This is an optimization exercise on Yosys and OpenROAD, whose aim is small area, not a production implementation. In this exercise RTL edits were held to simulation tests only and were not proved equivalent to the original. Power is estimated from default activity; no workload was simulated.

## flow/design.v (module list and top-level ports; edited modules follow where they fit)
// module col216_core: 1622 lines
// module col216_rd: 14 lines
// module col216_aoi3: 7 lines
// module col216_bpp: 12 lines
// module col216_ao22: 9 lines
// module col216_xnor2: 7 lines
// module col216_hold: 9 lines
// module col216_fa: 10 lines
module col216_core (
    input  wire        clk,
    input  wire        rst,           
    input  wire [18:0] prog_len,      
    output wire        imem_en,
    output wire [17:0] imem_addr,
    input  wire [31:0] imem_rdata,
    output wire        dmem_re,
    output wire        dmem_we,
    output wire [17:0] dmem_addr,
    output wire [31:0] dmem_wdata,
    input  wire [31:0] dmem_rdata,
    output wire        wb_en,
    output wire [4:0]  wb_reg,
    output wire [31:0] wb_data,
    output wire        retire_valid,
    output wire [17:0] retire_idx,
    output wire        done,
    output wire [2:0]  status,
    output wire [18:0] err_idx
);
  // ...
==> flow/run.sh <==
#!/bin/bash
# synth_recipe.tcl (not shown) runs the flow's synth.tcl, then flattens the netlist and writes it again
# the make line also repeats each setting of config.mk as NAME=value (left out here)
make -C /OpenROAD-flow-scripts/flow DESIGN_CONFIG=/design/flow/config.mk WORK_HOME=/design/flow/orfs CLKGATE_MAP_FILE= SYNTH_SCRIPT=/design/flow/synth_recipe.tcl finish
==> flow/config.mk <==
export PLATFORM = sky130hd
export DESIGN_NAME = col216_core
export DESIGN_NICKNAME = col216_core
export VERILOG_FILES = /design/flow/design.v
export SDC_FILE = /design/flow/constraint.sdc
export NUM_CORES = 4
export LEC_CHECK = 0
export CAP_MARGIN = 20
export CORE_MARGIN = 2
export CORE_UTILIZATION = 55
export CTS_BUF_LIST = sky130_fd_sc_hd__clkbuf_8
export CTS_CLUSTER_DIAMETER = 50
export CTS_CLUSTER_SIZE = 16
export PLACE_DENSITY = 0.7
export SLEW_MARGIN = 20
export SYNTH_HIERARCHICAL = 1
==> flow/constraint.sdc <==
create_clock -name core_clock -period 14.0 [get_ports {clk}]
set_input_delay 2.8000 -clock core_clock [delete_from_list [all_inputs] [get_ports {clk}]]
set_output_delay 2.8000 -clock core_clock [all_outputs]
set_load 0.01 [all_outputs]
==> results by group, run 1 <==
Finish
  • Finished Cell Area: 0.0706 mm²
  • Area grow syn2layout: 12.8%
  • Most frequent cells in the layout: a22o_1 (1284), dfxtp_1 (1207), a222oi_1 (704)
  • Seq. cell area: 0.0257 mm²
  • Total of fill cells in the finished design: 9328

Route
  • Vias per inst: 7.79
  • Post-route ant nets: 0
  • Drt drc: 0
  • Final WL: 277000 µm
  • WL met3: 49000 µm
  • Routed len/inst: 36.3 µm
  • DRT Pass-1 Iters: 15

Critical path
  • R2r endpoint: exmem_bad$_SDFF_PP0_
  • Slowest CP cell: dfxtp_1
  • Worst R2R Start: idex_tm$_DFF_P_
  • Buf/Inv on CP: 4

Synthesis
  • Synthesis-stage register bit count: 1259
  • Most frequent cell after synthesis: a22o_1
  • Adder-cell area share of the yosys netlist: 10.4%
  • Compound-cell area share of the yosys netlist: 31.9%
  • Xor and xnor fraction of the mapped netlist area: 5.51%

Status
  • Status: timing/DRC/antenna clean

Placement
  • DP Worst Slack: 3.57 ns
  • Placed Area: 0.0681 mm²

STA
  • Slew @ Worst Pin: 1.15 ns
  • Slew margin rel.: 23.6%
  • Hold Worst Slack: 0.348 ns
  • FMAX: 89.7 MHz

Hold path
  • Min-delay src: exmem_idx[5]$_DFF_P_

Global routing
  • Initial antenna violation count: 26

Power
  • Switching share of power: 41.3%
  • Switching pwr: 5.44 mW
  • Leading power group: combinational cells

Clocking
  • H-tree depth: 3
  • Post-CTS sizing: 0

Die
  • Starting Density: 55.6%
  • Core area: 0.113 mm²
  • Num tapcells: 1500

Flow run
  • Max_cap viols: 0
==> run 2, diff against run 1 <==
==> flow/flow/run.sh (new file) <==
#!/bin/bash
# The standard layout (the standard.sh: unchanged synthesis and steps), with two
# changes:
#  * the buffers that buffer_ports puts on every input and output port are
#    sky130_fd_sc_hd__buf_1 instead of the flow's default pick;
set -euo pipefail
bash standard.sh \
  "BUFFER_PORTS_ARGS=-buffer_cell sky130_fd_sc_hd__buf_1" \
  "CTS_ARGS=-sink_clustering_enable -repair_clock_nets -sink_clustering_size 16 -sink_clustering_max_diameter 50 -buf_list sky130_fd_sc_hd__clkbuf_8 -dont_use_dummy_load" \
  finish > flow_make.log 2>&1
==> flow/standard.sh (new file) <==
#!/bin/bash
# synth_recipe.tcl (not shown) runs the flow's synth.tcl, then flattens the netlist and writes it again
# the make line also repeats each setting of config.mk as NAME=value (left out here)
make -C /OpenROAD-flow-scripts/flow DESIGN_CONFIG=/design/flow/config.mk WORK_HOME=/design/flow/orfs CLKGATE_MAP_FILE= SYNTH_SCRIPT=/design/flow/synth_recipe.tcl "${@:-finish}"
removed: flow/run.sh
==> run 2 against run 1 <==
Effect of this change:
- cell count fell by 1.3%
- synthesized cell count did not move
- die area did not move
- worst setup slack improved by 0.64 ns
- fmax rose by 6.1%
- wire length fell by 1.3%
- critical path type is now register to register
- critical endpoint is now exmem_bad$_SDFF_PP0_
==> results by group, run 2 <==
Finish
  • Max FFs per register: 992
  • Area grow syn2layout: 9.09%
  • Most common cell after layout, fill and taps aside: a22o_1
  • Final net count: 6476
  • Total of fill cells in the finished design: 9500 (+1.8%)
  • Biggest register: g_rf.q
  • Share of layout cells above drive strength 1: 8.60%
  • Final cell count without fillers: 7524
  • Biggest regs: g_rf.q: 992 flops, exmem_res: 32 flops, memwb_res: 32 flops
  • Most frequent cells in the layout: a22o_1 (1284), dfxtp_1 (1207), a222oi_1 (704)
  • Final core occ: 60.6%

STA
  • FMAX: 95.2 MHz (+6.1%)
  • Slew margin rel.: 20.8% (-2.8 points)
  • Fin crit period: 10.50 ns
  • RSZ-0062 raised after global routing: false
  • Setup_tns: 0 ns
  • Slew @ Worst Pin: 1.18 ns (+0.0307 ns)
  • Tcrit/Tclk final: 75.0%
  • Clock Skew: 0.123 ns
  • Fin. Hold Viols: 0
  • Final setup violation count: 0
  • Slew Viols, Final: 0
  • Hold Worst Slack: 0.343 ns (-0.00445 ns)

Critical path
  • Most used cell, CP: fa_1
  • Slowest CP cell: a2111oi_2
  • CP max FO: 30
  • Crit path largest cell delay: 0.87 ns
  • Crit path launch type: register
  • Critical Path RT: 14.70 ns
  • Crit path kind: register to register
  • Critical Path AT: 11.21 ns
  • Setup crit end kind: register
  • CP top delay family: simple AND/OR/NAND/NOR gates
  • Buf/Inv on CP: 3 (-1)

Route
  • Drt drc: 0 (unchanged)
  • Routed vias: 58900
  • DRT Pass-1 Iters: 15 (unchanged)
  • Post-route ant nets: 0 (unchanged)
  • Final WL: 273000 µm (-1.3%)
  • Vias per inst: 7.83 (+0.56%)
  • Routed len/inst: 36.3 µm (about the same)
  • First DRT Iteration DRCs: 13200

Global routing
  • GR Util All Layers: 45.0%
  • Global route overflow: 0
  • Initial antenna violation count: 26 (unchanged)
  • Largest net degree at the start of global routing: 60
  • Vias in the first global route: 55600
  • Global-route wire length before repair: 389000 µm

Power
  • PD cells: 186 mW/mm²
  • Power Total: 12.7 mW
  • Maximum vdd drop: 0.000242 V
  • Leak: 25.4 nW

Die
  • Die span in y: 341 µm
  • Ports: 236
  • Starting Density: 55.6% (unchanged)
  • Die width: 341 µm
  • Std-Cell Rows: 123
  • Core area: 0.113 mm² (unchanged)
  • DIE AREA: 0.117 mm²

Synthesis
  • Synth Cell Area: 0.0626 mm²
  • Synth Area per Inst: 11.2 µm²
  • Most frequent cell after synthesis: a22o_1
  • Post-Synthesis Cells: 5593
  • Area share of the largest cell type after synthesis: 38.7%
  • Synthesis-stage register bit count: 1259 (unchanged)
  • Most frequent cells after synthesis: a22o_1 (1284), dfxtp_1 (1210), a222oi_1 (704), xnor2_1 (337), fa_1 (245)
  • Sequential area share after synthesis: 41.0%
  • Top_reg_cell synth: dfxtp_1
  • Top post-synthesis cells by area: dfxtp_1 (39%), a22o_1 (18%), a222oi_1 (11%), fa_1 (7.8%), xnor2_1 (4.7%)
  • Post-synth EDFFs: 49
  • Synth async-reset ratio: 0%
  • Largest area contributor in the netlist: dfxtp_1
  • Warnings from Yosys: 7
  • Synth cell types: 73

Placement
  • Placed Cells: 7403
  • Dpl hpwl: 174000 µm
  • Port buffer count: 235
  • RD Place Congestion: 1.03

Clocking
  • Post-CTS sizing: 0 (unchanged)
  • CTS tree: yes
  • Setup Buffers After CTS: 0
  • Root Buffer: clkbuf_8
  • Clk slew on worst S/H paths: 0.08 ns
  • Post-CTS Hold Buffers: 0
  • Clk Latency, worst-skew pair: 0.87 ns
  • Sink Count: 1259
  • Total CTS buffers: 111
  • Longest Clk Path Bufs: 3
  • H-tree depth: 3 (unchanged)

Flow run
  • Max_cap viols: 0 (unchanged)

Hold path
  • Tightest Hold Check Type: register to register

Status
  • Status: timing/DRC/antenna clean
[run 2: cell type report]
| class | instances | area (µm²) | area share (%) |
|---|---|---|---|
| multi-input cells | 3935 | 35600 | 52.2 |
| flip-flops and latches | 1259 | 25700 | 37.6 |
| repair buffers | 463 | 2600 | 3.81 |
| well taps | 1500 | 1880 | 2.75 |
| clock buffers | 111 | 1530 | 2.24 |
| inverters | 247 | 927 | 1.36 |
| diodes | 9 | 22.5 | 0.0330 |
[run 2: worst paths after layout]
| path | from | endpoint | slack (ns) | cells past startpoint |
|---|---|---|---|---|
| setup reg to reg | idex_tm$_DFF_P_ | exmem_bad$_SDFF_PP0_ | 3.50 | 29 |
| hold reg to reg | exmem_idx[16]$_DFF_P_ | memwb_idx[16]$_DFF_P_ | 0.34 | 0 |
| setup / recovery | idex_tm$_DFF_P_ | exmem_bad$_SDFF_PP0_ | 3.50 | 29 |
| hold / removal | exmem_idx[16]$_DFF_P_ | memwb_idx[16]$_DFF_P_ | 0.34 | 0 |
[run 2: logic make-up after synthesis]
logic type / count (synthesis) / share of synthesized area, %
AOI/OAI and AO/OA: 2258 / 31.9
DFF: 1259 / 41.0
and+or+nand+nor: 789 / 6.40
buffers and inverters: 414 / 3.03
xor gates and xnor gates: 394 / 5.51
adders and majority gates: 375 / 10.4
muxes: 103 / 1.71
other: 1 / 0.00599
[run 2: metrics by stage]
stage | instance area (µm²) | worst slack, ns
after floorplan | 62700 | 3.34
after global placement | 66700 | 4.11
after detailed placement | 66700 | 3.98
after CTS | 68300 | 3.97
after global routing | 68300 | 3.27
final | 68300 | 3.50
[run 2: worst register-to-register path: cells and delay by family, from the launching register on]
kind            cells  cell delay (ns)
compound gates      8             2.42
xor+xnor            1             0.15
fa+ha+maj           7             2.98
buf+inv             3             1.35
flops               1             0.34
simple gates       10             3.15
[run 2: power by group]
group / total (mW) / switching, mW / internal [mW] / leakage [nW]
clock: 1.90 / 1.20 / 0.701 / 0.798
sequential: 5.14 / 0.776 / 4.37 / 10.5
combinational: 5.66 / 3.37 / 2.28 / 14.1
[run 2: Yosys stat by module, one instance, submodules excluded, excerpt]
module	cell area, µm²	cells	flops+latches	times used
col216_hold	8.76	1	0	992
col216_core	36400	2887	1259	1
col216_xnor2	8.76	1	0	272
col216_aoi3	10.0	1	0	704
col216_rd	23.8	4	0	64
col216_fa	20.0	1	0	210
col216_ao22	8.76	1	0	272
[run 2: per-layer routing]
layer  vias to the layer above  part of all wire, %  GRT usage (%)
met4                        36                  7.2           25.3
met5                         -                 0.15           1.67
met1                     28500                   36           57.5
li1                      23900                    -              -
met2                      5399                   40           62.4
met3                      1152                   18           20.7

## static timing again, ports no longer ideal
How much do the figures lean on ideal ports? The routed layouts below were timed once more, with nothing changed but the port constraints. Step 1: set_driving_cell puts a clkbuf_16 on clk and a buf_2 on each other input, an assumption about the parent block. Step 2 adds t to the input delays and takes it off the output delays; t is the mean of the earliest and latest rising clock arrival at the registers after step 1. Input paths then give back, and output paths get back, about the clock's delay inside the block. Three values: ideal ports, drivers, drivers and shift; two values: the first two.
run | t, ns | setup WS [ns] | worst hold slack (ns) | latest minus earliest clock arrival (ns)
run 1 | 0.906 | 2.855 / 2.790 / 3.290 | 0.348 / 0.348 / 0.348 | 0.095 / 0.095
run 2 | 0.882 | 3.497 / 3.497 / 3.497 | 0.343 / 0.343 / 0.343 | 0.123 / 0.124
After both steps every run listed still meets setup and hold.
